What follows belongs to an exercise in optimizing a design on an open flow for small area, a short achievable clock period and few clock cycles; a production flow would make more cautious choices.
Only simulation tests tie the RTL to the original design; equivalence was not proved.

File: flow/run.sh
#!/bin/bash
# synth_recipe.tcl (not shown) runs the flow's synth.tcl, then flattens the netlist and writes it again
# the make line also repeats each setting of config.mk as NAME=value (left out here)
make -C /OpenROAD-flow-scripts/flow DESIGN_CONFIG=/design/flow/config.mk WORK_HOME=/design/flow/orfs CLKGATE_MAP_FILE= SYNTH_SCRIPT=/design/flow/synth_recipe.tcl finish
File: flow/config.mk
export PLATFORM = sky130hd
export DESIGN_NAME = adc_acq
export DESIGN_NICKNAME = adc_acq
export VERILOG_FILES = /design/flow/design.v
export SDC_FILE = /design/flow/constraint.sdc
export NUM_CORES = 4
export LEC_CHECK = 0
export CAP_MARGIN = 20
export CORE_MARGIN = 2
export CORE_UTILIZATION = 40
export SLEW_MARGIN = 20
File: flow/constraint.sdc
create_clock -name core_clock -period 11.0 [get_ports {clk}]
set_input_delay 2.2000 -clock core_clock [delete_from_list [all_inputs] [get_ports {clk}]]
set_output_delay 2.2000 -clock core_clock [all_outputs]
set_load 0.01 [all_outputs]
File: flow/design.v
module adc_acq (
    input  wire        clk,
    input  wire        rst,        
    input  wire        start,
    input  wire        dev24,      
    input  wire [7:0]  n,          
    input  wire [2:0]  gain,       
    input  wire [30:0] vref_uv,    
    output wire        ready,
    input  wire        s_valid,
    input  wire [23:0] s_data,     
    input  wire        s_timeout,  
    output wire        s_ready,
    output reg         done,
    output reg  [31:0] res_raw,    
    output reg  [31:0] res_uv,     
    output reg         res_to      
);
    localparam [2:0] S_IDLE   = 3'd0,
                     S_SAMPLE = 3'd1,
                     S_DIV1   = 3'd2,
                     S_MUL    = 3'd3,
                     S_DIV2   = 3'd4,
                     S_DONE   = 3'd5;
    reg  [2:0]  state;
    reg         op_dev24;
    reg  [7:0]  op_n;
    reg  [2:0]  op_gain;
    reg  [30:0] op_vref;
    reg  [31:0] acc;
    reg  [7:0]  cnt;
    reg  [31:0] rem;
    reg  [63:0] quo;
    reg  [31:0] dvs;
    reg  [6:0]  step;
    reg         neg;       
    reg  [23:0] avg_mag;   
    assign ready   = (state == S_IDLE) || (state == S_DONE);
    assign s_ready = (state == S_SAMPLE);
    wire [31:0] code = op_dev24 ? {{8{s_data[23]}}, s_data}
                                : {{16{s_data[15]}}, s_data[15:0]};
    wire [31:0] acc_next = acc + code;
    wire [31:0] acc_mag  = acc_next[31] ? (32'd0 - acc_next) : acc_next;
    reg  [22:0] fs16;
    always @(*) begin
        case (op_gain)
            3'd0:    fs16 = 23'd6144000;
            3'd1:    fs16 = 23'd4096000;
            3'd2:    fs16 = 23'd2048000;
            3'd3:    fs16 = 23'd1024000;
            3'd4:    fs16 = 23'd512000;
            3'd5:    fs16 = 23'd256000;
            default: fs16 = 23'd4096000;
        endcase
    end
    wire [29:0] d24 = (op_gain == 3'd7) ? 30'd8388607 : (30'd8388607 << op_gain);
    wire [30:0] factor = op_dev24 ? op_vref : {8'd0, fs16};
    wire [54:0] prod   = avg_mag * factor;
    wire [32:0] rem_sh  = {rem[31:0], quo[63]};
    wire        dv_ge   = rem_sh >= {1'b0, dvs};
    wire [32:0] rem_sub = rem_sh - {1'b0, dvs};
    wire [31:0] quo_lo  = quo[31:0];
    wire [55:0] prod_rnd    = {prod, 1'b0} + 56'd32768;
    wire [31:0] prod_r16    = prod_rnd[47:16];
    wire [31:0] quo_next_lo = {quo[30:0], dv_ge};
    always @(posedge clk) begin
        if (rst) begin
            state <= S_IDLE;
            done  <= 1'b0;
        end else begin
            done <= 1'b0;
            case (state)
                S_IDLE, S_DONE: begin
                    if (start) begin
                        op_dev24 <= dev24;
                        op_n     <= n;
                        op_gain  <= gain;
                        op_vref  <= vref_uv;
                        acc      <= 32'd0;
                        cnt      <= 8'd0;
                        if (n == 8'd0) begin
                            res_raw <= 32'd0;
                            res_uv  <= 32'd0;
                            res_to  <= 1'b0;
                            done    <= 1'b1;
                            state   <= S_DONE;
                        end else begin
                            state <= S_SAMPLE;
                        end
                    end else begin
                        state <= S_IDLE;
                    end
                end
                S_SAMPLE: begin
                    if (s_valid) begin
                        if (s_timeout) begin
                            res_raw <= 32'd0;
                            res_uv  <= 32'd0;
                            res_to  <= 1'b1;
                            done    <= 1'b1;
                            state   <= S_DONE;
                        end else begin
                            acc <= acc_next;
                            cnt <= cnt + 8'd1;
                            if (cnt + 8'd1 == op_n) begin
                                neg   <= acc_next[31];
                                rem   <= 32'd0;
                                quo   <= {acc_mag, 32'd0};
                                dvs   <= {24'd0, op_n};
                                step  <= 7'd0;
                                state <= S_DIV1;
                            end
                        end
                    end
                end
                S_DIV1: begin
                    rem  <= dv_ge ? rem_sub[31:0] : rem_sh[31:0];
                    quo  <= {quo[62:0], dv_ge};
                    step <= step + 7'd1;
                    if (step == 7'd31) begin
                        state <= S_MUL;
                    end
                end
                S_MUL: begin
                    avg_mag <= quo_lo[23:0];
                    res_raw <= neg ? (32'd0 - quo_lo) : quo_lo;
                    state   <= S_DIV2;
                    step    <= 7'd0;
                end
                S_DIV2: begin
                    if (step == 7'd0) begin
                        if (!op_dev24) begin
                            res_uv <= neg ? (32'd0 - prod_r16) : prod_r16;
                            res_to <= 1'b0;
                            done   <= 1'b1;
                            state  <= S_DONE;
                        end else begin
                            rem  <= 32'd0;
                            quo  <= {8'd0, prod, 1'b0} + {34'd0, d24};
                            dvs  <= {1'b0, d24, 1'b0};
                            step <= 7'd1;
                        end
                    end else begin
                        rem  <= dv_ge ? rem_sub[31:0] : rem_sh[31:0];
                        quo  <= {quo[62:0], dv_ge};
                        step <= step + 7'd1;
                        if (step == 7'd64) begin
                            res_uv <= neg ? (32'd0 - quo_next_lo) : quo_next_lo;
                            res_to <= 1'b0;
                            done   <= 1'b1;
                            state  <= S_DONE;
                        end
                    end
                end
                default: state <= S_IDLE;
            endcase
        end
    end
endmodule
==> flow_metrics.py <==
metrics = {
    "outcome": {
        "status": "timing/DRC/antenna clean",
    },
    "synthesis": {
        "synthesis.area_um2": 44590,
        "yosys.cell_count.top_type": "inv_1",
        "synthTopCellsByCount": "829 x inv_1, 695 x nand2_1, 639 x fa_1",
        "synth.avg_cell_area_um2": 8.984,
        "post_synth_inst_count": 4963,
        "yosys_warnings": 1,
        "synth-async-reset-ratio_pct": 0,
        "ys_top_cells_by_area": "fa_1 29%, edfxtp_1 20%, ha_1 7.5%",
        "synth_seq_cells": 295,
        "synth_top_area_share_pct": 28.69,
        "synth_ff_type": "edfxtp_1",
        "synth_top_area_cell": "fa_1",
        "synth_edf_count": 291,
        "yosysSeqAreaShare_pct": 19.78,
        "syn_nets": 5941,
        "synth_cell_types": 98,
    },
    "global_route": {
        "grt-ovfl-total": 0,
        "grt_max_degree": 67,
        "grt_pass1_vias": 35940,
        "antenna_found_initial": 4,
        "grt_pass1_wl_mm": 213.6,
        "grt_usage_pct": 24.27,
    },
    "cells_and_area": {
        "multiInputGateArea_um2": 31790,
        "design_area_um2": 49540,
        "seqCellArea_um2": 8818,
        "syn_to_final_growth_pct": 11.10,
        "filler_cell_count": 10790,
        "drive_gt1_share_pct": 5.958,
        "nets": 6018,
        "final_cells": 6559,
    },
    "setup_path": {
        "path_delay_family": "adder cells",
        "crit_arrival_ns": 10.80,
        "critPathLaunch": "op_gain[1]",
        "worst-endpoint-required_ns": 11.30,
        "critPathMaxStageDelay_ns": 0.64,
        "crit_type": "register to register",
        "worst-path-stages": 31,
        "crit_top_cell": "fa_1",
        "crit_path_top_delay_cell": "fa_1",
        "worst-path-buf-inv": 5,
        "endpoint_kind": "register",
        "ff2ff_path_depth": 31,
        "worst-path-max-fanout": 18,
        "cp-start-kind": "register",
        "r2r_end": "res_uv[22]",
        "rrSetupSlack_ns": 0.50,
        "endpoint": "res_uv[22]",
        "reg2reg_from": "op_gain[1]",
    },
    "job": {
        "cap_viol_max_count": 0,
    },
    "placed_design": {
        "dpl_cell_area_um2": 48100,
        "io_buffers": 139,
        "dpl.hpwl_mm": 106.1,
        "place_inst": 6482,
        "place_congestion": 0.9295,
    },
    "floorplan": {
        "core_area_um2": 110700,
        "rows": 122,
        "dieWidth_um": 337.9,
        "ios": 140,
        "initial_core_util_pct": 40.29,
        "die_h_um": 337.9,
        "die_area_um2": 114200,
    },
    "sta": {
        "fin_crit_ns": 10.50,
        "setup_viol": 0,
        "relSlewSlack_pct": 22.69,
        "clock_skew_ns": 0.05122,
        "finalHoldViolations": 0,
        "drv_slew": 0,
        "fmax_ghz": 0.09526,
        "worst_pin_slew_ns": 1.160,
        "min_period_over_period_pct": 95.44,
    },
    "cts": {
        "cts_buffers": 39,
        "htree_num_levels": 2,
        "postCtsHoldBufs": 0,
        "clk_latency_ns": 0.64,
        "cts-root-buf": "clkbuf_16",
        "clk_pin_slew_ns": 0.07,
        "cts_tree": "yes",
        "clkSinkCount": 295,
        "cts_max_path_buffers": 3,
    },
    "hold_path": {
        "hold_class": "register to register",
    },
    "drt": {
        "drtPass1Iterations": 6,
        "routed_wl_mm": 135.3,
        "via_per_inst": 5.382,
        "ant_nets": 0,
        "drc": 0,
        "dr.first_iter.drc_count": 2654,
        "num_vias": 35300,
        "post_drt_wl_per_cell_um": 20.64,
    },
}
layout by cell type (no fill, tap or decap), drive strengths merged, types with 15 or more instances in the layout:
cell type and n:
a211oi 28, a21o 58, a21oi 179, a31oi 34, and2 212, and3 194
buf 160, clkbuf 43, clkdlybuf4s50 139, clkinv 15, edfxtp 291, fa 639
ha 267, inv 834, nand2 696, nand2b 25, nand3 63, nand4 32
nor2 249, nor2b 23, nor3 59, nor4 24, o211ai 16, o21a 18
o21ai 150, o21bai 19, o221ai 15, o22ai 30, o31ai 24, or3 30
xnor2 200, xor2 114
per-stage QoR:
step | TNS, ns | hold slack, ns | worst slack (ns) | util (%)
3_5_place_dp | 0 | 0.4861 | 0.2017 | 43.47
5_1_grt | -0.01912 | 0.5161 | -0.01912 | 44.76
2_1_floorplan | 0 | 0.4206 | 1.386 | -
4_1_cts | 0 | 0.4999 | 0.09348 | 44.65
3_3_place_gp | 0 | 0.4875 | 0.2486 | 43.47
6_report | 0 | 0.5100 | 0.5020 | 44.76
worst min-delay path by stage:
| stage | start | to | cells past startpoint |
|---|---|---|---|
| final | quo[0] | avg_mag[0] | 0 |
| after global routing | quo[0] | avg_mag[0] | 0 |
| after CTS | quo[0] | avg_mag[0] | 0 |
| after detailed placement | quo[0] | avg_mag[0] | 0 |
| after global placement | quo[0] | avg_mag[0] | 0 |
| after floorplan | quo[2] | avg_mag[2] | 0 |
routing by layer:
metal  vias up  track usage, %  wire length [um]
met2      1182           38.75             61870
met1     17730           33.95             59630
li1      16180               -                 -
met4         6           7.584              4347
met5         -               0                38
met3       203           3.604              9461
flip-flops by register name (all words and copies together), names as in the netlist, 3 cells and up:
register	cells
op_n	8
res_raw	32
op_gain	3
res_uv	32
avg_mag	24
rem	32
op_vref	31
cnt	8
step	7
dvs	15
quo	64
state	3
acc	32
worst reg2reg max path: cells and delay by family, from the launching register on:
kind | cells | cell delay (ns)
buf+inv | 5 | 0.39
flops | 1 | 0.50
xor+xnor | 2 | 0.92
mux | 1 | 0.28
fa+ha+maj | 9 | 4.43
compound gates | 6 | 1.70
simple gates | 8 | 1.94
logic make-up (layout without fill, tap and decap cells):
group	count (synthesis)	after routing	synth area share [%]
buf+inv	1094	1200	9.271
other cells	0	2	0
xor+xnor	315	315	6.269
flops	295	295	19.78
mux	15	15	0.3564
simple gates	1666	1666	18.30
compound gates	672	672	9.849
fa+ha+maj	906	906	36.18
layout make-up:
class                      count  share of cell area, %
antenna                        2                0.01010
tap                         1488                  3.758
multi-input combinational   3574                  64.17
timing repair buffer         299                  5.324
clock inverter                27                 0.6415
inverter                     831                  6.296
clock buffer                  43                  2.000
sequential                   295                  17.80
what timing repair did:
| action | CTS | global route |
|---|---|---|
| endpoints found under the hold margin | 0 | 0 |
| setup endpoints to repair | 0 | 29 |
| resized for setup | 0 | 12 |
| setup buffers | 0 | 4 |
Testbench counts, summed over its fixed seeds: cycles 169,886.

[afterwards: timing with drivers on the ports]
The results above use ideal ports. As a check the final layout listed here was re-extracted and re-timed, cells and wires unchanged. Step 1 sets driving cells, clkbuf_16 on the clock port and buf_2 on the other inputs (assumed; they add their load-dependent delay and slew). Step 2 also shifts input and output timing later by t, the mid clock arrival at the registers, as if the neighbouring blocks saw the same clock. a / b / c = ideal / step 1 / step 2; a / b = the first two.
t (ns): 0.680
slack for setup (ns): 0.502 / 0.502 / 0.502
clock arrival spread, ns: 0.061 / 0.060
worst data-port slew with drivers (ns): 0.11
pins driven straight from the clock port: 1
After both steps setup and hold are still met in this run. For this run, drivers alone change the setup slack by 0.000 ns; drivers and shift together by 0.000 ns.
